From an optimization exercise on the open Yosys and OpenROAD flow, aimed at a short achievable clock period and few clock cycles; shortcuts taken in it are not production practice.
Function was checked by simulation only, so behaviour that the tests miss may differ from the original.

==> inputs of branch pepper <==
Design ca_cpu, start of the top module:
module ca_cpu (
    input  wire        clk,
    input  wire        rst,
    input  wire        cmd_valid,
    input  wire [1:0]  cmd_op,
    input  wire [5:0]  cmd_addr,
    input  wire [15:0] cmd_data,
    output wire        cmd_ready,
    input  wire [5:0]  dbg_addr,
    output wire [15:0] dbg_data,
    output wire [15:0] r0,
    output wire [15:0] r1,
    output wire [15:0] r2,
    output wire [15:0] r3,
    output wire [15:0] pc,
    output wire [15:0] ir,
    output wire        halted,
    output wire [1:0]  fault
);
    localparam CMD_CYCLE   = 2'd0;
    localparam CMD_FETCH   = 2'd1;
    localparam CMD_EXECUTE = 2'd2;
    localparam CMD_WRITE   = 2'd3;
    localparam OP_HALT  = 4'd0;
    localparam OP_LVAL  = 4'd1;
    localparam OP_LOAD  = 4'd2;
    localparam OP_STORE = 4'd3;
    localparam OP_ADD   = 4'd4;
    localparam OP_SUB   = 4'd5;
    localparam OP_JMP   = 4'd6;
    localparam OP_MOV   = 4'd7;
    localparam F_NONE    = 2'd0;
    localparam F_INVALID = 2'd1;
    localparam F_FETCH   = 2'd2;
    localparam F_DATA    = 2'd3;
    reg [15:0] mem [0:63];
    reg [15:0] x   [0:3];
    reg [15:0] pc_q;
    reg [15:0] ir_q;
    reg        halted_q;
    reg [1:0]  fault_q;
    reg [15:0] nw;       
    reg [5:0]  pa1;      
    reg [5:0]  wa;       
    reg [15:0] wd;
    reg s_rdy, s_wr, s_sync, s_fet, s_ex1, s_ex2;
    wire running  = !halted_q && (fault_q == F_NONE);
    wire fetch_ok = (pc_q[15:6] == 10'd0);
    wire go   = cmd_valid && s_rdy && !rst && (cmd_op == CMD_CYCLE);
    wire fire = go || s_ex2;
    wire [15:0] w       = nw;
    wire [3:0]  opcode  = w[15:12];
    wire [1:0]  rd      = w[9:8];
    wire [7:0]  operand = w[7:0];
    wire [1:0]  rs      = w[1:0];
    wire        addr_ok = (operand[7:6] == 2'b00);
    wire [15:0] m_op   = mem[operand[5:0]];
    wire [15:0] m_next = mem[pa1];
    wire [15:0] m_pc   = mem[pc_q[5:0]];
    wire [15:0] x_rd   = x[rd];
    wire [15:0] x_rs   = x[rs];
    wire is_jmp   = (opcode == OP_JMP);
    wire is_store = (opcode == OP_STORE);
    wire ex_ok    = running && (s_ex2 || fetch_ok);
    wire f2_fault = running && !s_ex2 && !fetch_ok;
    reg        x_we;
    reg [15:0] x_new;
    reg [1:0]  f_new;
    always @(*) begin
        x_we  = 1'b0;
        x_new = x_rs;
        f_new = F_NONE;
  ...
Settings: LEC_CHECK=0, ABC_CLOCK_PERIOD_IN_PS=2500, CAP_MARGIN=20, CORE_MARGIN=2, CORE_UTILIZATION=50, GPL_TIMING_DRIVEN=1, PLACE_DENSITY=0.6, SETUP_SLACK_MARGIN=4.0, SLEW_MARGIN=20, TNS_END_PERCENT=100; clock period 7.0 ns.
run.sh (not shown) runs the stock make flow with config.mk's settings and CLKGATE_MAP_FILE= SYNTH_SCRIPT=/design/flow/synth_recipe.tcl, a recipe that flattens the netlist after the stock synthesis.
==> branch sierra: changes against branch pepper <==
==> flow/design.v (replaced) <==
module ca_cpu (
    input  wire        clk,
    input  wire        rst,
    input  wire        cmd_valid,
    input  wire [1:0]  cmd_op,
    input  wire [5:0]  cmd_addr,
    input  wire [15:0] cmd_data,
    output wire        cmd_ready,
    input  wire [5:0]  dbg_addr,
    output reg  [15:0] dbg_data,
    output wire [15:0] r0,
    output wire [15:0] r1,
    output wire [15:0] r2,
    output wire [15:0] r3,
    output wire [15:0] pc,
    output wire [15:0] ir,
    output wire        halted,
    output wire [1:0]  fault
);
    localparam CMD_CYCLE   = 2'd0;
    localparam CMD_FETCH   = 2'd1;
    localparam CMD_EXECUTE = 2'd2;
    localparam CMD_WRITE   = 2'd3;
    localparam OP_HALT  = 4'd0;
    localparam OP_LVAL  = 4'd1;
    localparam OP_LOAD  = 4'd2;
    localparam OP_STORE = 4'd3;
    localparam OP_ADD   = 4'd4;
    localparam OP_SUB   = 4'd5;
    localparam OP_JMP   = 4'd6;
    localparam OP_MOV   = 4'd7;
    localparam F_NONE    = 2'd0;
    localparam F_INVALID = 2'd1;
    localparam F_FETCH   = 2'd2;
    localparam F_DATA    = 2'd3;
    reg [15:0] mem [0:63];
    reg [15:0] x   [0:3];
    reg [15:0] pc_q;
    reg [15:0] ir_q;
    reg        halted_q;
    reg [1:0]  fault_q;
    reg [15:0] nw;
    reg [3:0]  rd_oh;    
    reg [3:0]  rs_oh;    
    reg [5:0]  pa1;
    reg [5:0]  wa;       
    reg [15:0] wd;
    reg s_rdy, s_wr, s_sync1, s_sync2, s_fet, s_ex1, s_ex2;
    function [63:0] onehot6(input [5:0] a);
        onehot6 = 64'd1 << a;
    endfunction
    function [7:0] onehot3(input [2:0] a);
        onehot3 = 8'd1 << a;
    endfunction
    function [3:0] onehot2(input [1:0] a);
        onehot2 = 4'd1 << a;
    endfunction
    wire running  = !halted_q && (fault_q == F_NONE);
    wire fetch_ok = (pc_q[15:6] == 10'd0);
    wire go   = cmd_valid && s_rdy && !rst && (cmd_op == CMD_CYCLE);
    wire fire = go || s_ex2;
    wire [3:0]  opcode  = nw[15:12];
    wire [1:0]  rd      = nw[9:8];
    wire [7:0]  operand = nw[7:0];
    wire [1:0]  rs      = nw[1:0];
    wire        addr_ok = (operand[7:6] == 2'b00);
    wire [15:0] m_op   = mem[operand[5:0]];
    wire [15:0] m_next = mem[pa1];
    wire [63:0] op_oh  = onehot6(operand[5:0]);
    integer k;
    wire [15:0] x_rd = ({16{rd_oh[0]}} & x[0]) | ({16{rd_oh[1]}} & x[1]) |
                       ({16{rd_oh[2]}} & x[2]) | ({16{rd_oh[3]}} & x[3]);
    wire [15:0] x_rs = ({16{rs_oh[0]}} & x[0]) | ({16{rs_oh[1]}} & x[1]) |
                       ({16{rs_oh[2]}} & x[2]) | ({16{rs_oh[3]}} & x[3]);
    wire [15:0] sum_add, sum_sub;
    ks_add16 u_add (.a(x_rd), .b(x_rs),  .cin(1'b0), .s(sum_add));
    ks_add16 u_sub (.a(x_rd), .b(~x_rs), .cin(1'b1), .s(sum_sub));
    wire is_jmp   = (opcode == OP_JMP);
    wire is_store = (opcode == OP_STORE);
    wire ex_ok    = running && (s_ex2 || fetch_ok);
    wire f2_fault = running && !s_ex2 && !fetch_ok;
    reg        x_we;
    reg [15:0] x_new;
    reg [1:0]  f_new;
    always @(*) begin
        x_we  = 1'b0;
        x_new = x_rs;
        f_new = F_NONE;
        case (opcode)
            OP_LVAL:  begin x_we = 1'b1; x_new = {8'd0, operand}; end
            OP_LOAD:  begin
                          x_we = addr_ok; x_new = m_op;
                          if (!addr_ok) f_new = F_DATA;
                      end
            OP_STORE: if (!addr_ok) f_new = F_DATA;
            OP_ADD:   begin x_we = 1'b1; x_new = sum_add; end
            OP_SUB:   begin x_we = 1'b1; x_new = sum_sub; end
            OP_MOV:   begin x_we = 1'b1; x_new = x_rs; end
            default:  if (opcode[3]) f_new = F_INVALID;
        endcase
    end
    wire [15:0] pc_seq  = s_ex2 ? pc_q : (pc_q + 16'd1);
    wire [15:0] pc_new  = is_jmp ? {8'd0, operand} : pc_seq;
    wire [5:0]  pa1_new = is_jmp ? (operand[5:0] + 6'd1) : (pa1 + 6'd1);
    wire        fwd     = is_store && addr_ok && (operand[5:0] == pa1);
    wire [15:0] nw_new  = is_jmp ? m_op : (fwd ? x_rd : m_next);
    wire store_we = fire && ex_ok && is_store && addr_ok;
    always @(posedge clk) begin
        if (rst) begin
            s_rdy    <= 1'b0;
            s_wr     <= 1'b0;
            s_sync1  <= 1'b1;
            s_sync2  <= 1'b0;
            s_fet    <= 1'b0;
            s_ex1    <= 1'b0;
            s_ex2    <= 1'b0;
            pc_q     <= 16'd0;
            ir_q     <= 16'd0;
            halted_q <= 1'b0;
            fault_q  <= F_NONE;
            x[0]     <= 16'd0;
            x[1]     <= 16'd0;
            x[2]     <= 16'd0;
            x[3]     <= 16'd0;
        end else begin
            if (s_rdy) begin
                if (cmd_valid && cmd_op != CMD_CYCLE) begin
                    s_rdy <= 1'b0;
                    s_wr  <= (cmd_op == CMD_WRITE);
                    s_fet <= (cmd_op == CMD_FETCH);
                    s_ex1 <= (cmd_op == CMD_EXECUTE);
                end
            end
            if (s_wr || s_fet || s_ex2) begin
                s_wr    <= 1'b0;
                s_fet   <= 1'b0;
                s_ex2   <= 1'b0;
                s_sync1 <= 1'b1;
            end
            if (s_ex1) begin
                s_ex1 <= 1'b0;
                s_ex2 <= 1'b1;
            end
            if (s_sync1) begin
                s_sync1 <= 1'b0;
                s_sync2 <= 1'b1;
            end
            if (s_sync2) begin
                s_sync2 <= 1'b0;
                s_rdy   <= 1'b1;
            end
            if (fire && ex_ok) begin
                ir_q <= nw;
                pc_q <= pc_new;
                if (opcode == OP_HALT) halted_q <= 1'b1;
                if (f_new != F_NONE) fault_q <= f_new;
                for (k = 0; k < 4; k = k + 1)
                    if (x_we && rd_oh[k]) x[k] <= x_new;
            end
            if (fire && f2_fault)
                fault_q <= F_FETCH;
            if (s_fet && running) begin
                if (fetch_ok) begin
                    ir_q <= nw;
                    pc_q <= pc_q + 16'd1;
                end else begin
                    fault_q <= F_FETCH;
                end
            end
        end
    end
    always @(posedge clk) begin
        if (s_rdy) begin
            wa <= cmd_addr;
            wd <= cmd_data;
        end
        if (fire && ex_ok) begin
            nw    <= nw_new;
            rd_oh <= onehot2(nw_new[9:8]);
            rs_oh <= onehot2(nw_new[1:0]);
            pa1   <= pa1_new;
        end else if (s_sync1) begin
            pa1   <= pc_q[5:0];
        end else if (s_sync2) begin
            nw    <= m_next;
            rd_oh <= onehot2(m_next[9:8]);
            rs_oh <= onehot2(m_next[1:0]);
            pa1   <= pa1 + 6'd1;
        end else if (s_ex1) begin
            nw    <= ir_q;
            rd_oh <= onehot2(ir_q[9:8]);
            rs_oh <= onehot2(ir_q[1:0]);
        end
    end
    wire [15:0] mem_wdata = s_wr ? wd : x_rd;
    wire [63:0] mem_we    = ({64{s_wr}} & onehot6(wa)) | ({64{store_we}} & op_oh);
    always @(posedge clk) begin
        for (k = 0; k < 64; k = k + 1)
            if (mem_we[k])
                mem[k] <= mem_wdata;
    end
    always @(posedge clk)
        dbg_data <= mem[dbg_addr];
    assign cmd_ready = s_rdy;
    assign r0        = x[0];
    assign r1        = x[1];
    assign r2        = x[2];
    assign r3        = x[3];
    assign pc        = pc_q;
    assign ir        = ir_q;
    assign halted    = halted_q;
    assign fault     = fault_q;
endmodule
module ks_add16 (
    input  wire [15:0] a,
    input  wire [15:0] b,
    input  wire        cin,
    output wire [15:0] s
);
    wire [15:0] p0 = a ^ b;
    wire [15:0] g0 = (a & b) | {15'd0, p0[0] & cin};
    wire [15:0] pp0 = {p0[15:1], 1'b0};
    wire [15:0] g1, p1, g2, p2, g3, p3, g4, p4;
    genvar i;
    generate
        for (i = 0; i < 16; i = i + 1) begin : l1
            if (i >= 1) begin : c
                assign g1[i] = g0[i] | (pp0[i] & g0[i-1]);
                assign p1[i] = pp0[i] & pp0[i-1];
            end else begin : n
                assign g1[i] = g0[i];
                assign p1[i] = pp0[i];
            end
        end
        for (i = 0; i < 16; i = i + 1) begin : l2
            if (i >= 2) begin : c
                assign g2[i] = g1[i] | (p1[i] & g1[i-2]);
                assign p2[i] = p1[i] & p1[i-2];
            end else begin : n
                assign g2[i] = g1[i];
                assign p2[i] = p1[i];
            end
        end
        for (i = 0; i < 16; i = i + 1) begin : l3
            if (i >= 4) begin : c
                assign g3[i] = g2[i] | (p2[i] & g2[i-4]);
                assign p3[i] = p2[i] & p2[i-4];
            end else begin : n
                assign g3[i] = g2[i];
                assign p3[i] = p2[i];
            end
        end
        for (i = 0; i < 16; i = i + 1) begin : l4
            if (i >= 8) begin : c
                assign g4[i] = g3[i] | (p3[i] & g3[i-8]);
            end else begin : n
                assign g4[i] = g3[i];
            end
        end
    endgenerate
    assign s = p0 ^ {g4[14:0], cin};
endmodule
- ABC_CLOCK_PERIOD_IN_PS: 2500 -> unset
- CORE_UTILIZATION: 50 -> 45
- CTS_CLUSTER_DIAMETER: unset -> 100
- CTS_CLUSTER_SIZE: unset -> 30
- PLACE_DENSITY: 0.6 -> 0.55
==> comparison table <==
| metric | branch sierra | branch pepper |
|---|---|---|
| Status | aborted with a tool error | no timing/DRC/antenna violations |
| Failing step | global routing | - |
| Area after detailed placement | 71500 um2 | 81000 um2 |
| Floorplan die height | 379 um | 393 um |
| Setup slack at placement | 1.68 ns | 0.929 ns |
| Total placed cells including tap cells | 7725 | 6418 |
| Synthesized cell area | 63300 um2 | 75800 um2 |
| Area fraction in compound gates after synthesis | 21.3% | 5.15% |
| Syn_area_per_cell | 11.1 um2 | 16.8 um2 |
| Post-synthesis share of cell area spent on full adders, half adders and majority gates | 0.894% | 0.340% |
| Part of the Yosys area used for sequential elements | 54.9% | 49.7% |
| Starting utilization of the core area | 45.3% | 50.5% |
| Unique cell type count in the Yosys netlist | 102 | 85 |
| Total half-perimeter wirelength after legalization and detailed placement | 370000 um | 244000 um |
| Final GP Congestion | 1.28 | 1.05 |
| Simple-gate share of the synthesized area | 18.3% | 4.42% |
| Synth Net Count | 5801 | 4565 |
| # clock sinks | 1198 | 1318 |
| Flip-flop and latch count after synthesis | 1198 | 1318 |
| Number of synthesized flops with an enable pin | 1076 | 1132 |
| Post-CTS Setup Repair Bufs | 441 | 381 |
| Total number of placement rows | 137 | 142 |
Testbench counts of branch pepper, summed over its fixed seeds: cycles 30,451.
Testbench counts of branch sierra, summed over its fixed seeds: cycles 30,451.

[static timing again, ports no longer ideal]
How much do the figures lean on ideal ports? The routed layout below was timed once more, with nothing changed but the port constraints. Step 1, drivers: a clkbuf_16 drives clk and a buf_2 each remaining input, both assumed. Step 2, shift: input delay + t, output delay - t, t = (earliest + latest rising clock arrival at the registers) / 2. This alone moves slack from input paths to output paths. Three values: no drivers, after step 1, after step 2; two values: the first two.
run: branch pepper
t, ns: 0.911
setup slack, ns: 2.769 / 2.686 / 2.423
worst setup path after step 2: input to register
worst register clock-pin slew, ns: 0.07 / 0.07
worst data-port slew with drivers (ns): 0.06
After both steps branch pepper still meets setup and hold. The setup slack of branch pepper moves by -0.083 ns with the drivers and by -0.346 ns with both steps.
